This is an optimization exercise on Yosys and OpenROAD, whose aim is small area and few clock cycles per item, not a production implementation.
Only simulation tests tie the RTL to the original design; equivalence was not proved.

==> run a: inputs <==
==> flow/design.v <==
module bfc (
    input  wire        clk,
    input  wire        rst,         
    input  wire        cmd_valid,
    output wire        cmd_ready,
    input  wire [31:0] cmd_data,
    output wire        rsp_valid,
    input  wire        rsp_ready,
    output wire [31:0] rsp_data
);
    reg  [7:0] csum;
    reg  [2:0] status;      
    reg        ctrl_ckenf;
    assign cmd_ready = rsp_ready;
    assign rsp_valid = cmd_valid;
    wire accept = cmd_valid && rsp_ready;
    wire [7:0] op = cmd_data[31:24];
    wire [7:0] f2 = cmd_data[23:16];
    wire [7:0] f1 = cmd_data[15:8];
    wire [7:0] f0 = cmd_data[7:0];
    wire [3:0] bf_w  = cmd_data[15:12];
    wire [2:0] bf_lo = cmd_data[10:8];
    wire [3:0] n  = op[3:0];
    wire       gs = (op[7:4] == 4'h0);      
    wire       gu = (op[7:4] == 4'h1);      
    wire       gp = (op[7:4] == 4'h2);      
    wire       gk = (op[7:4] == 4'h3);      
    wire z16 = (cmd_data[23:16] == 8'd0);
    wire z14 = z16 && (cmd_data[15:14] == 2'd0);
    wire z8  = z14 && (cmd_data[13:8] == 6'd0);
    wire z3  = z8  && (cmd_data[7:3] == 5'd0);
    wire z1  = z3  && (cmd_data[2:1] == 2'd0);
    wire z0  = z1  && !cmd_data[0];
    wire [4:0] bf_end  = {2'b0, bf_lo} + {1'b0, bf_w};
    wire       bf_geom = (bf_w != 4'd0) && !cmd_data[11] && !bf_end[4] &&
                         (!bf_end[3] || (bf_end[2:0] == 3'd0));
    wire legal =
        (gs & (n == 4'd0 || n == 4'd1 || n == 4'd3) & z0) |
        (gs & (n == 4'd2) & z3) |
        (gs & (n == 4'd4) & z1) |
        (gs & (n == 4'd8) & z16 & bf_geom) |
        (gs & (n == 4'd9) & bf_geom) |
        (gu & (n <= 4'd8) & z8) |
        (gu & (n == 4'd9) & z16) |
        (gp & (n <= 4'd3 || n == 4'd5) & z16) |
        (gp & (n == 4'd4)) |
        (gp & (n >= 4'd6 && n <= 4'd8) & z8) |
        (gp & (n == 4'd9) & z14) |
        (gk & (n == 4'd0 || n == 4'd2) & z0) |
        (gk & (n == 4'd1 || n == 4'd3) & z8);
    wire q_s = (op[5:4] == 2'd0);
    wire q_u = (op[5:4] == 2'd1);
    wire q_p = (op[5:4] == 2'd2);
    wire q_k = (op[5:4] == 2'd3);
    wire n3 = n[3], n2 = n[2], n1 = n[1], n0 = n[0];
    wire s_strd  = q_s & ~n3 & ~n1 & n0;
    wire s_stclr = q_s & n1 & ~n0;
    wire s_ctrd  = q_s & ~n3 & n1 & n0;
    wire s_ctwr  = q_s & n2;
    wire s_bfx   = q_s & n3 & ~n0;
    wire s_bfi   = q_s & n3 & n0;
    wire i0 = ~n3 & ~n2 & ~n1 & ~n0;
    wire i1 = ~n3 & ~n2 & ~n1 &  n0;
    wire i2 = ~n3 & ~n2 &  n1 & ~n0;
    wire i3 = ~n3 & ~n2 &  n1 &  n0;
    wire i4 =  n2 & ~n1 & ~n0;
    wire i5 =  n2 & ~n1 &  n0;
    wire i6 =  n2 &  n1 & ~n0;
    wire i7 =  n2 &  n1 &  n0;
    wire i8 =  n3 & ~n0;
    wire i9 =  n3 &  n0;
    wire s_ucur = q_u & i0, s_udtr = q_u & i1, s_usen = q_u & i2;
    wire s_uosc = q_u & i3, s_ulfo = q_u & i4, s_ufbk = q_u & i5;
    wire s_ualg = q_u & i6, s_utrn = q_u & i7, s_uu99 = q_u & i8;
    wire s_usiz = q_u & i9;
    wire s_pcur = q_p & i0, s_pdtr = q_p & i1, s_psen = q_p & i2;
    wire s_posc = q_p & i3, s_plfo = q_p & i4, s_pfbk = q_p & i5;
    wire s_palg = q_p & i6, s_ptrn = q_p & i7, s_pu99 = q_p & i8;
    wire s_psiz = q_p & i9;
    wire s_ckclr = q_k & ~n1 & ~n0;
    wire s_ckadd = q_k & ~n1 &  n0;
    wire s_ckrd  = q_k &  n1 & ~n0;
    wire s_ckcmp = q_k &  n1 &  n0;
    wire [7:0] xa1 = {f0[7],  bf_lo[0] ? f0[7:1]  : f0[6:0]};
    wire [7:0] xa2 = {xa1[7:6], bf_lo[1] ? xa1[7:2] : xa1[5:0]};
    wire [7:0] xa4 = {xa2[7:4], bf_lo[2] ? xa2[7:4] : xa2[3:0]};
    wire [7:0] lt_w;
    wire [7:0] ge_lo;
    wire [7:0] lt_end;
    genvar gi;
    generate
        for (gi = 0; gi < 8; gi = gi + 1) begin : g_therm
            assign lt_w[gi]   = (bf_w > gi);
            assign ge_lo[gi]  = (bf_lo <= gi);
            assign lt_end[gi] = (bf_end[3:0] > gi);
        end
    endgenerate
    wire [7:0] bfx_val = {lt_w[7:1], 1'b1} & xa4;
    wire [7:0] ia1 = {bf_lo[0] ? f2[6:0]  : f2[7:1],  f2[0]};
    wire [7:0] ia2 = {bf_lo[1] ? ia1[5:0] : ia1[7:2], ia1[1:0]};
    wire [7:0] ia4 = {bf_lo[2] ? ia2[3:0] : ia2[7:4], ia2[3:0]};
    wire [7:0] bf_m    = ge_lo & lt_end;
    wire [7:0] bfi_val = (f0 & ~bf_m) | (ia4 & bf_m);
    wire       dtrs_err = (f0[6:3] == 4'd15);
    wire [3:0] dtrs_d   = f0[6:3] + 4'd9;                  
    wire [7:0] dtrs_det = dtrs_err ? 8'd7 : {{4{f0[6:3] < 4'd7}}, dtrs_d};
    wire       sens_err = |f0[7:5];
    wire [2:0] sens_val = f0[4:2] | {3{sens_err}};
    wire       osc_err  = |f0[7:6];
    wire [4:0] osc_val  = f0[5:1] | {5{osc_err}};
    wire       lfo_err  = f0[3] & f0[2];
    wire [2:0] lfo_val  = {f0[3], f0[2] & ~f0[3], f0[1] | lfo_err};
    wire       trn_err  = f0[7] | f0[6] | (f0[5] & f0[4] & (f0[3:0] != 4'd0));
    wire [4:0] trn_hi   = {2'b0, f0[5:3]} - 5'd3;
    wire [7:0] trn_val  = trn_err ? 8'd24 : {trn_hi, f0[2:0]};
    wire       u99_err  = f0[7] | (f0[6] & f0[5] & (f0[4] | f0[3] | f0[2]));
    wire [7:0] u99_val  = u99_err ? 8'd99 : f0;
    wire [5:0] alg_u    = {1'b0, f0[4:0]} + 6'd1;
    wire [4:0] alg_p    = f0[4:0] - 5'd1;
    wire [3:0] dtrs_p   = f1[3:0] + 4'd7;
    wire [4:0] trn_p    = f0[7:3] + 5'd3;                   
    wire [7:0] csum_sub = csum - f0;
    wire       ck_miss  = (f0 != {1'b0, csum[6:0]});
    wire e0 = (s_utrn & trn_err) | (s_uu99 & u99_err);
    wire e1 = (s_udtr & dtrs_err) | (s_usen & sens_err) |
              (s_uosc & osc_err) | (s_ulfo & lfo_err);
    wire ckm = s_ckcmp & ck_miss;
    wire [7:0] r0 =
        ({8{s_strd}}  & {5'd0, status}) |
        ({8{s_stclr}} & {5'd0, status & ~f0[2:0]}) |
        ({8{s_ctrd}}  & {7'd0, ctrl_ckenf}) |
        ({8{s_ctwr}}  & {7'd0, f0[0]}) |
        ({8{s_bfx}}   & bfx_val) |
        ({8{s_bfi}}   & bfi_val) |
        ({8{s_ucur | s_usen}} & {6'd0, f0[1:0]}) |
        ({8{s_udtr | s_ufbk}} & {5'd0, f0[2:0]}) |
        ({8{s_uosc | s_ulfo}} & {7'd0, f0[0]}) |
        ({8{s_ualg}}  & {2'd0, alg_u}) |
        ({8{s_utrn}}  & trn_val) |
        ({8{s_uu99}}  & u99_val) |
        ({8{s_usiz}}  & {f1[0] | f0[7], f0[6:0]}) |
        ({8{s_pcur}}  & {4'd0, f1[1:0], f0[1:0]}) |
        ({8{s_pdtr}}  & {1'b0, dtrs_p, f0[2:0]}) |
        ({8{s_psen}}  & {f1[5:0], f0[1:0]}) |
        ({8{s_posc}}  & {f1[6:0], f0[0]}) |
        ({8{s_plfo}}  & {1'b0, f2[2:0], f1[2:0], f0[0]}) |
        ({8{s_pfbk}}  & {4'd0, f1[0], f0[2:0]}) |
        ({8{s_palg}}  & {3'd0, alg_p}) |
        ({8{s_ptrn}}  & {trn_p, f0[2:0]}) |
        ({8{s_pu99}}  & f0) |
        ({8{s_psiz}}  & {1'b0, f0[6:0]}) |
        ({8{s_ckadd}} & csum_sub) |
        ({8{s_ckrd | s_ckcmp}} & {1'b0, csum[6:0]});
    wire [7:0] r1 =
        ({8{s_ucur}}  & {6'd0, f0[3:2]}) |
        ({8{s_udtr}}  & dtrs_det) |
        ({8{s_usen}}  & {5'd0, sens_val}) |
        ({8{s_uosc}}  & {3'd0, osc_val}) |
        ({8{s_ulfo}}  & {5'd0, lfo_val}) |
        ({8{s_ufbk}}  & {7'd0, f0[3]}) |
        ({8{s_usiz}}  & {1'b0, f1[7:1]}) |
        ({8{s_psiz}}  & {1'b0, f1[5:0], f0[7]}) |
        ({8{s_ckrd}}  & csum) |
        ({8{s_ckcmp}} & f0);
    wire [7:0] r2 =
        ({8{s_ulfo}}  & {5'd0, f0[6:4]}) |
        ({8{s_usiz}}  & {f1[7:1], f1[0] | f0[7]});
    assign rsp_data = legal ? {4'd0, ckm, 1'b0, e1, e0, r2, r1, r0}
                            : 32'h8000_0000;
    always @(posedge clk) begin
        if (rst) begin
            csum       <= 8'd0;
            status     <= 3'd0;
            ctrl_ckenf <= 1'b0;
        end else if (accept) begin
            if (legal) begin
                if (s_ckclr)
                    csum <= 8'd0;
                else if (s_ckadd)
                    csum <= csum_sub;
                if (s_ctwr)
                    ctrl_ckenf <= f0[0];
                status <= (status & ~({3{s_stclr}} & f0[2:0])) |
                          {1'b0, ckm, e0 | e1 | (ckm & ctrl_ckenf)};
            end else begin
                status[2] <= 1'b1;
            end
        end
    end
endmodule
==> flow/flow/run.sh <==
#!/bin/bash
# Own layout flow: the standard synthesis, then the combinational logic
# re-mapped for area (registers untouched), then the standard layout with
# plain buf_1 port buffers.
set -euo pipefail
work=$(pwd)
plat=${FLOW_PLATFORM:-sky130hd}
res=$work/orfs/results/$plat/bfc/base
lib=$FLOW_HOME/platforms/$plat/lib/sky130_fd_sc_hd__tt_025C_1v80.lib
yosys_bin=$FLOW_HOME/../tools/install/yosys/bin/yosys
[[ -x $yosys_bin ]] || yosys_bin=yosys

# 1. standard synthesis
bash standard.sh synth > log_1_standard_synth.log 2>&1

# 2. re-map the logic between the registers
cp "$res/1_2_yosys.v" "$work/std_1_2_yosys.v"
du=$(sed 's/^/-dont_use /' "$work/flow/dont_use.txt" | tr '\n' ' ')
sed -e "s#{LIB}#$lib#g" -e "s#{IN}#$work/std_1_2_yosys.v#" \
    -e "s#{ABC}#$work/flow/area.abc#" -e "s#{DONT_USE}#$du#" \
    -e "s#{STAT}#$work/remap_stat.txt#" -e "s#{OUT}#$work/remap_1_2_yosys.v#" \
    "$work/flow/remap.ys" > "$work/remap.ys"
(cd "$work" && "$yosys_bin" -l "$work/log_2_remap.log" -q remap.ys) > /dev/null 2>&1
sleep 1
cp "$work/remap_1_2_yosys.v" "$res/1_2_yosys.v"
touch "$res/1_2_yosys.v"

# 3. standard layout from the re-mapped netlist
bash standard.sh "BUFFER_PORTS_ARGS=-buffer_cell sky130_fd_sc_hd__buf_1" finish > log_3_standard_finish.log 2>&1
==> flow/flow/area.abc <==
strash; dch -f; amap; topo
==> flow/flow/dont_use.txt <==
sky130_fd_sc_hd__lpflow_bleeder_1
sky130_fd_sc_hd__lpflow_clkbufkapwr_1
sky130_fd_sc_hd__lpflow_clkbufkapwr_16
sky130_fd_sc_hd__lpflow_clkbufkapwr_2
sky130_fd_sc_hd__lpflow_clkbufkapwr_4
sky130_fd_sc_hd__lpflow_clkbufkapwr_8
sky130_fd_sc_hd__lpflow_clkinvkapwr_1
sky130_fd_sc_hd__lpflow_clkinvkapwr_16
sky130_fd_sc_hd__lpflow_clkinvkapwr_2
sky130_fd_sc_hd__lpflow_clkinvkapwr_4
sky130_fd_sc_hd__lpflow_clkinvkapwr_8
sky130_fd_sc_hd__lpflow_decapkapwr_12
sky130_fd_sc_hd__lpflow_decapkapwr_3
sky130_fd_sc_hd__lpflow_decapkapwr_4
sky130_fd_sc_hd__lpflow_decapkapwr_6
sky130_fd_sc_hd__lpflow_decapkapwr_8
sky130_fd_sc_hd__lpflow_inputiso0n_1
sky130_fd_sc_hd__lpflow_inputiso0p_1
sky130_fd_sc_hd__lpflow_inputiso1n_1
sky130_fd_sc_hd__lpflow_inputiso1p_1
sky130_fd_sc_hd__lpflow_inputisolatch_1
sky130_fd_sc_hd__lpflow_isobufsrc_1
sky130_fd_sc_hd__lpflow_isobufsrc_16
sky130_fd_sc_hd__lpflow_isobufsrc_2
sky130_fd_sc_hd__lpflow_isobufsrc_4
sky130_fd_sc_hd__lpflow_isobufsrc_8
sky130_fd_sc_hd__lpflow_isobufsrckapwr_16
sky130_fd_sc_hd__lpflow_lsbuf_lh_hl_isowell_tap_1
sky130_fd_sc_hd__lpflow_lsbuf_lh_hl_isowell_tap_2
sky130_fd_sc_hd__lpflow_lsbuf_lh_hl_isowell_tap_4
sky130_fd_sc_hd__lpflow_lsbuf_lh_isowell_4
sky130_fd_sc_hd__lpflow_lsbuf_lh_isowell_tap_1
sky130_fd_sc_hd__lpflow_lsbuf_lh_isowell_tap_2
sky130_fd_sc_hd__lpflow_lsbuf_lh_isowell_tap_4
sky130_fd_sc_hd__probe_p_8
sky130_fd_sc_hd__probec_p_8
==> flow/flow/remap.ys <==
# Re-map the combinational logic of the standard synthesis for area.
# The registers stay as the standard synthesis made them (same instances,
# names and cell types); only the logic between them is re-mapped.
read_liberty -ignore_miss_func {LIB}
read_verilog {IN}
hierarchy -top bfc
setattr -mod -set keep_hierarchy 1 sky130_fd_sc_hd__*df* sky130_fd_sc_hd__*dl*
flatten
opt_clean
abc -script {ABC} -liberty {LIB} {DONT_USE}
opt_clean -purge
hilomap -singleton -hicell sky130_fd_sc_hd__conb_1 HI -locell sky130_fd_sc_hd__conb_1 LO
insbuf -buf sky130_fd_sc_hd__buf_1 A X
splitnets
opt_clean -purge
select -module bfc
tee -o {STAT} stat -liberty {LIB}
write_verilog -noattr -noexpr -nohex -nodec -selected {OUT}
==> flow/standard.sh <==
#!/bin/bash
# synth_recipe.tcl (not shown) runs the flow's synth.tcl, then flattens the netlist and writes it again
# the make line also repeats each setting of config.mk as NAME=value (left out here)
make -C /OpenROAD-flow-scripts/flow DESIGN_CONFIG=/design/flow/config.mk WORK_HOME=/design/flow/orfs CLKGATE_MAP_FILE= SYNTH_SCRIPT=/design/flow/synth_recipe.tcl "${@:-finish}"
==> flow/config.mk <==
export PLATFORM = sky130hd
export DESIGN_NAME = bfc
export DESIGN_NICKNAME = bfc
export VERILOG_FILES = /design/flow/design.v
export SDC_FILE = /design/flow/constraint.sdc
export NUM_CORES = 4
export LEC_CHECK = 0
export ABC_AREA = 1
export CAP_MARGIN = 20
export CORE_MARGIN = 2
export CORE_UTILIZATION = 50
export PLACE_DENSITY = 0.65
export SLEW_MARGIN = 20
==> flow/constraint.sdc <==
create_clock -name core_clock -period 7.0 [get_ports {clk}]
set_input_delay 1.4000 -clock core_clock [delete_from_list [all_inputs] [get_ports {clk}]]
set_output_delay 1.4000 -clock core_clock [all_outputs]
set_load 0.01 [all_outputs]
==> inputs of run b, as changes to run a <==
==> flow/run.sh (new file) <==
#!/bin/bash
# synth_recipe.tcl (not shown) runs the flow's synth.tcl, then flattens the netlist and writes it again
# the make line also repeats each setting of config.mk as NAME=value (left out here)
make -C /OpenROAD-flow-scripts/flow DESIGN_CONFIG=/design/flow/config.mk WORK_HOME=/design/flow/orfs CLKGATE_MAP_FILE= SYNTH_SCRIPT=/design/flow/synth_recipe.tcl finish
removed: flow/flow/run.sh
removed: flow/flow/area.abc
removed: flow/flow/dont_use.txt
removed: flow/flow/remap.ys
removed: flow/standard.sh
==> impl_results.md <==
- CP Data Arrival Time: 4.62 ns
- Critical Path End: rsp_data[7]
- Met2 Routed Length: ~7.3 mm
- Worst setup path startpoint: cmd_data[4]
- Status: no timing/DRC/antenna violations
- Commonest non-fill, non-tap cell in the layout: nand2_1
- Vias per cell: ~6.3
- Syn Inst Count: between 700 and 800
- Seq/total area: approximately 5.4%
- CP top delay family: buffers and inverters
[end of results for run b]
==> impl_results.md <==
- Seq/total area: approximately 7%
- Met2 Routed Length: ~6.3 mm
- Commonest non-fill, non-tap cell in the layout: nor2_1
- Vias per cell: between 6 and 7
- DRT iter0 DRCs: about 650
- Status: no timing/DRC/antenna violations
- CP top delay family: compound AO/OA/AOI/OAI gates
- Critical Path End: rsp_data[3]
- CP Data Arrival Time: between 4 and 5 ns
- Worst vdd ir: ~0.13 mV
[end of results for run a]
Testbench counts of run a, summed over its fixed seeds: cycles 17,559, items 17,559.
Testbench counts of run b, summed over its fixed seeds: cycles 17,559, items 17,559.

-- re-timing with driven ports --
Ports are ideal in the flow. The routed layouts listed here were re-timed in OpenROAD.
Step 1 assumes that a clkbuf_16 drives the clock port and a buf_2 every other input.
Step 2 adds t to the input delays and takes it off the output delays; t is the mean of the earliest and latest rising clock arrival at the registers after step 1. Input paths then give back, and output paths get back, about the clock's delay inside the block.
a / b / c = no drivers / after step 1 / after step 2; a / b = the first two.
run | t, ns | setup slack, ns | clock arrival spread, ns | worst data-port slew with drivers (ns)
run a | 0.270 | 0.830 / 0.805 / 0.805 | 0.005 / 0.004 | 0.03
run b | 0.279 | 0.976 / 0.951 / 0.951 | 0.008 / 0.008 | 0.05
After both steps setup and hold are still met in every run listed.
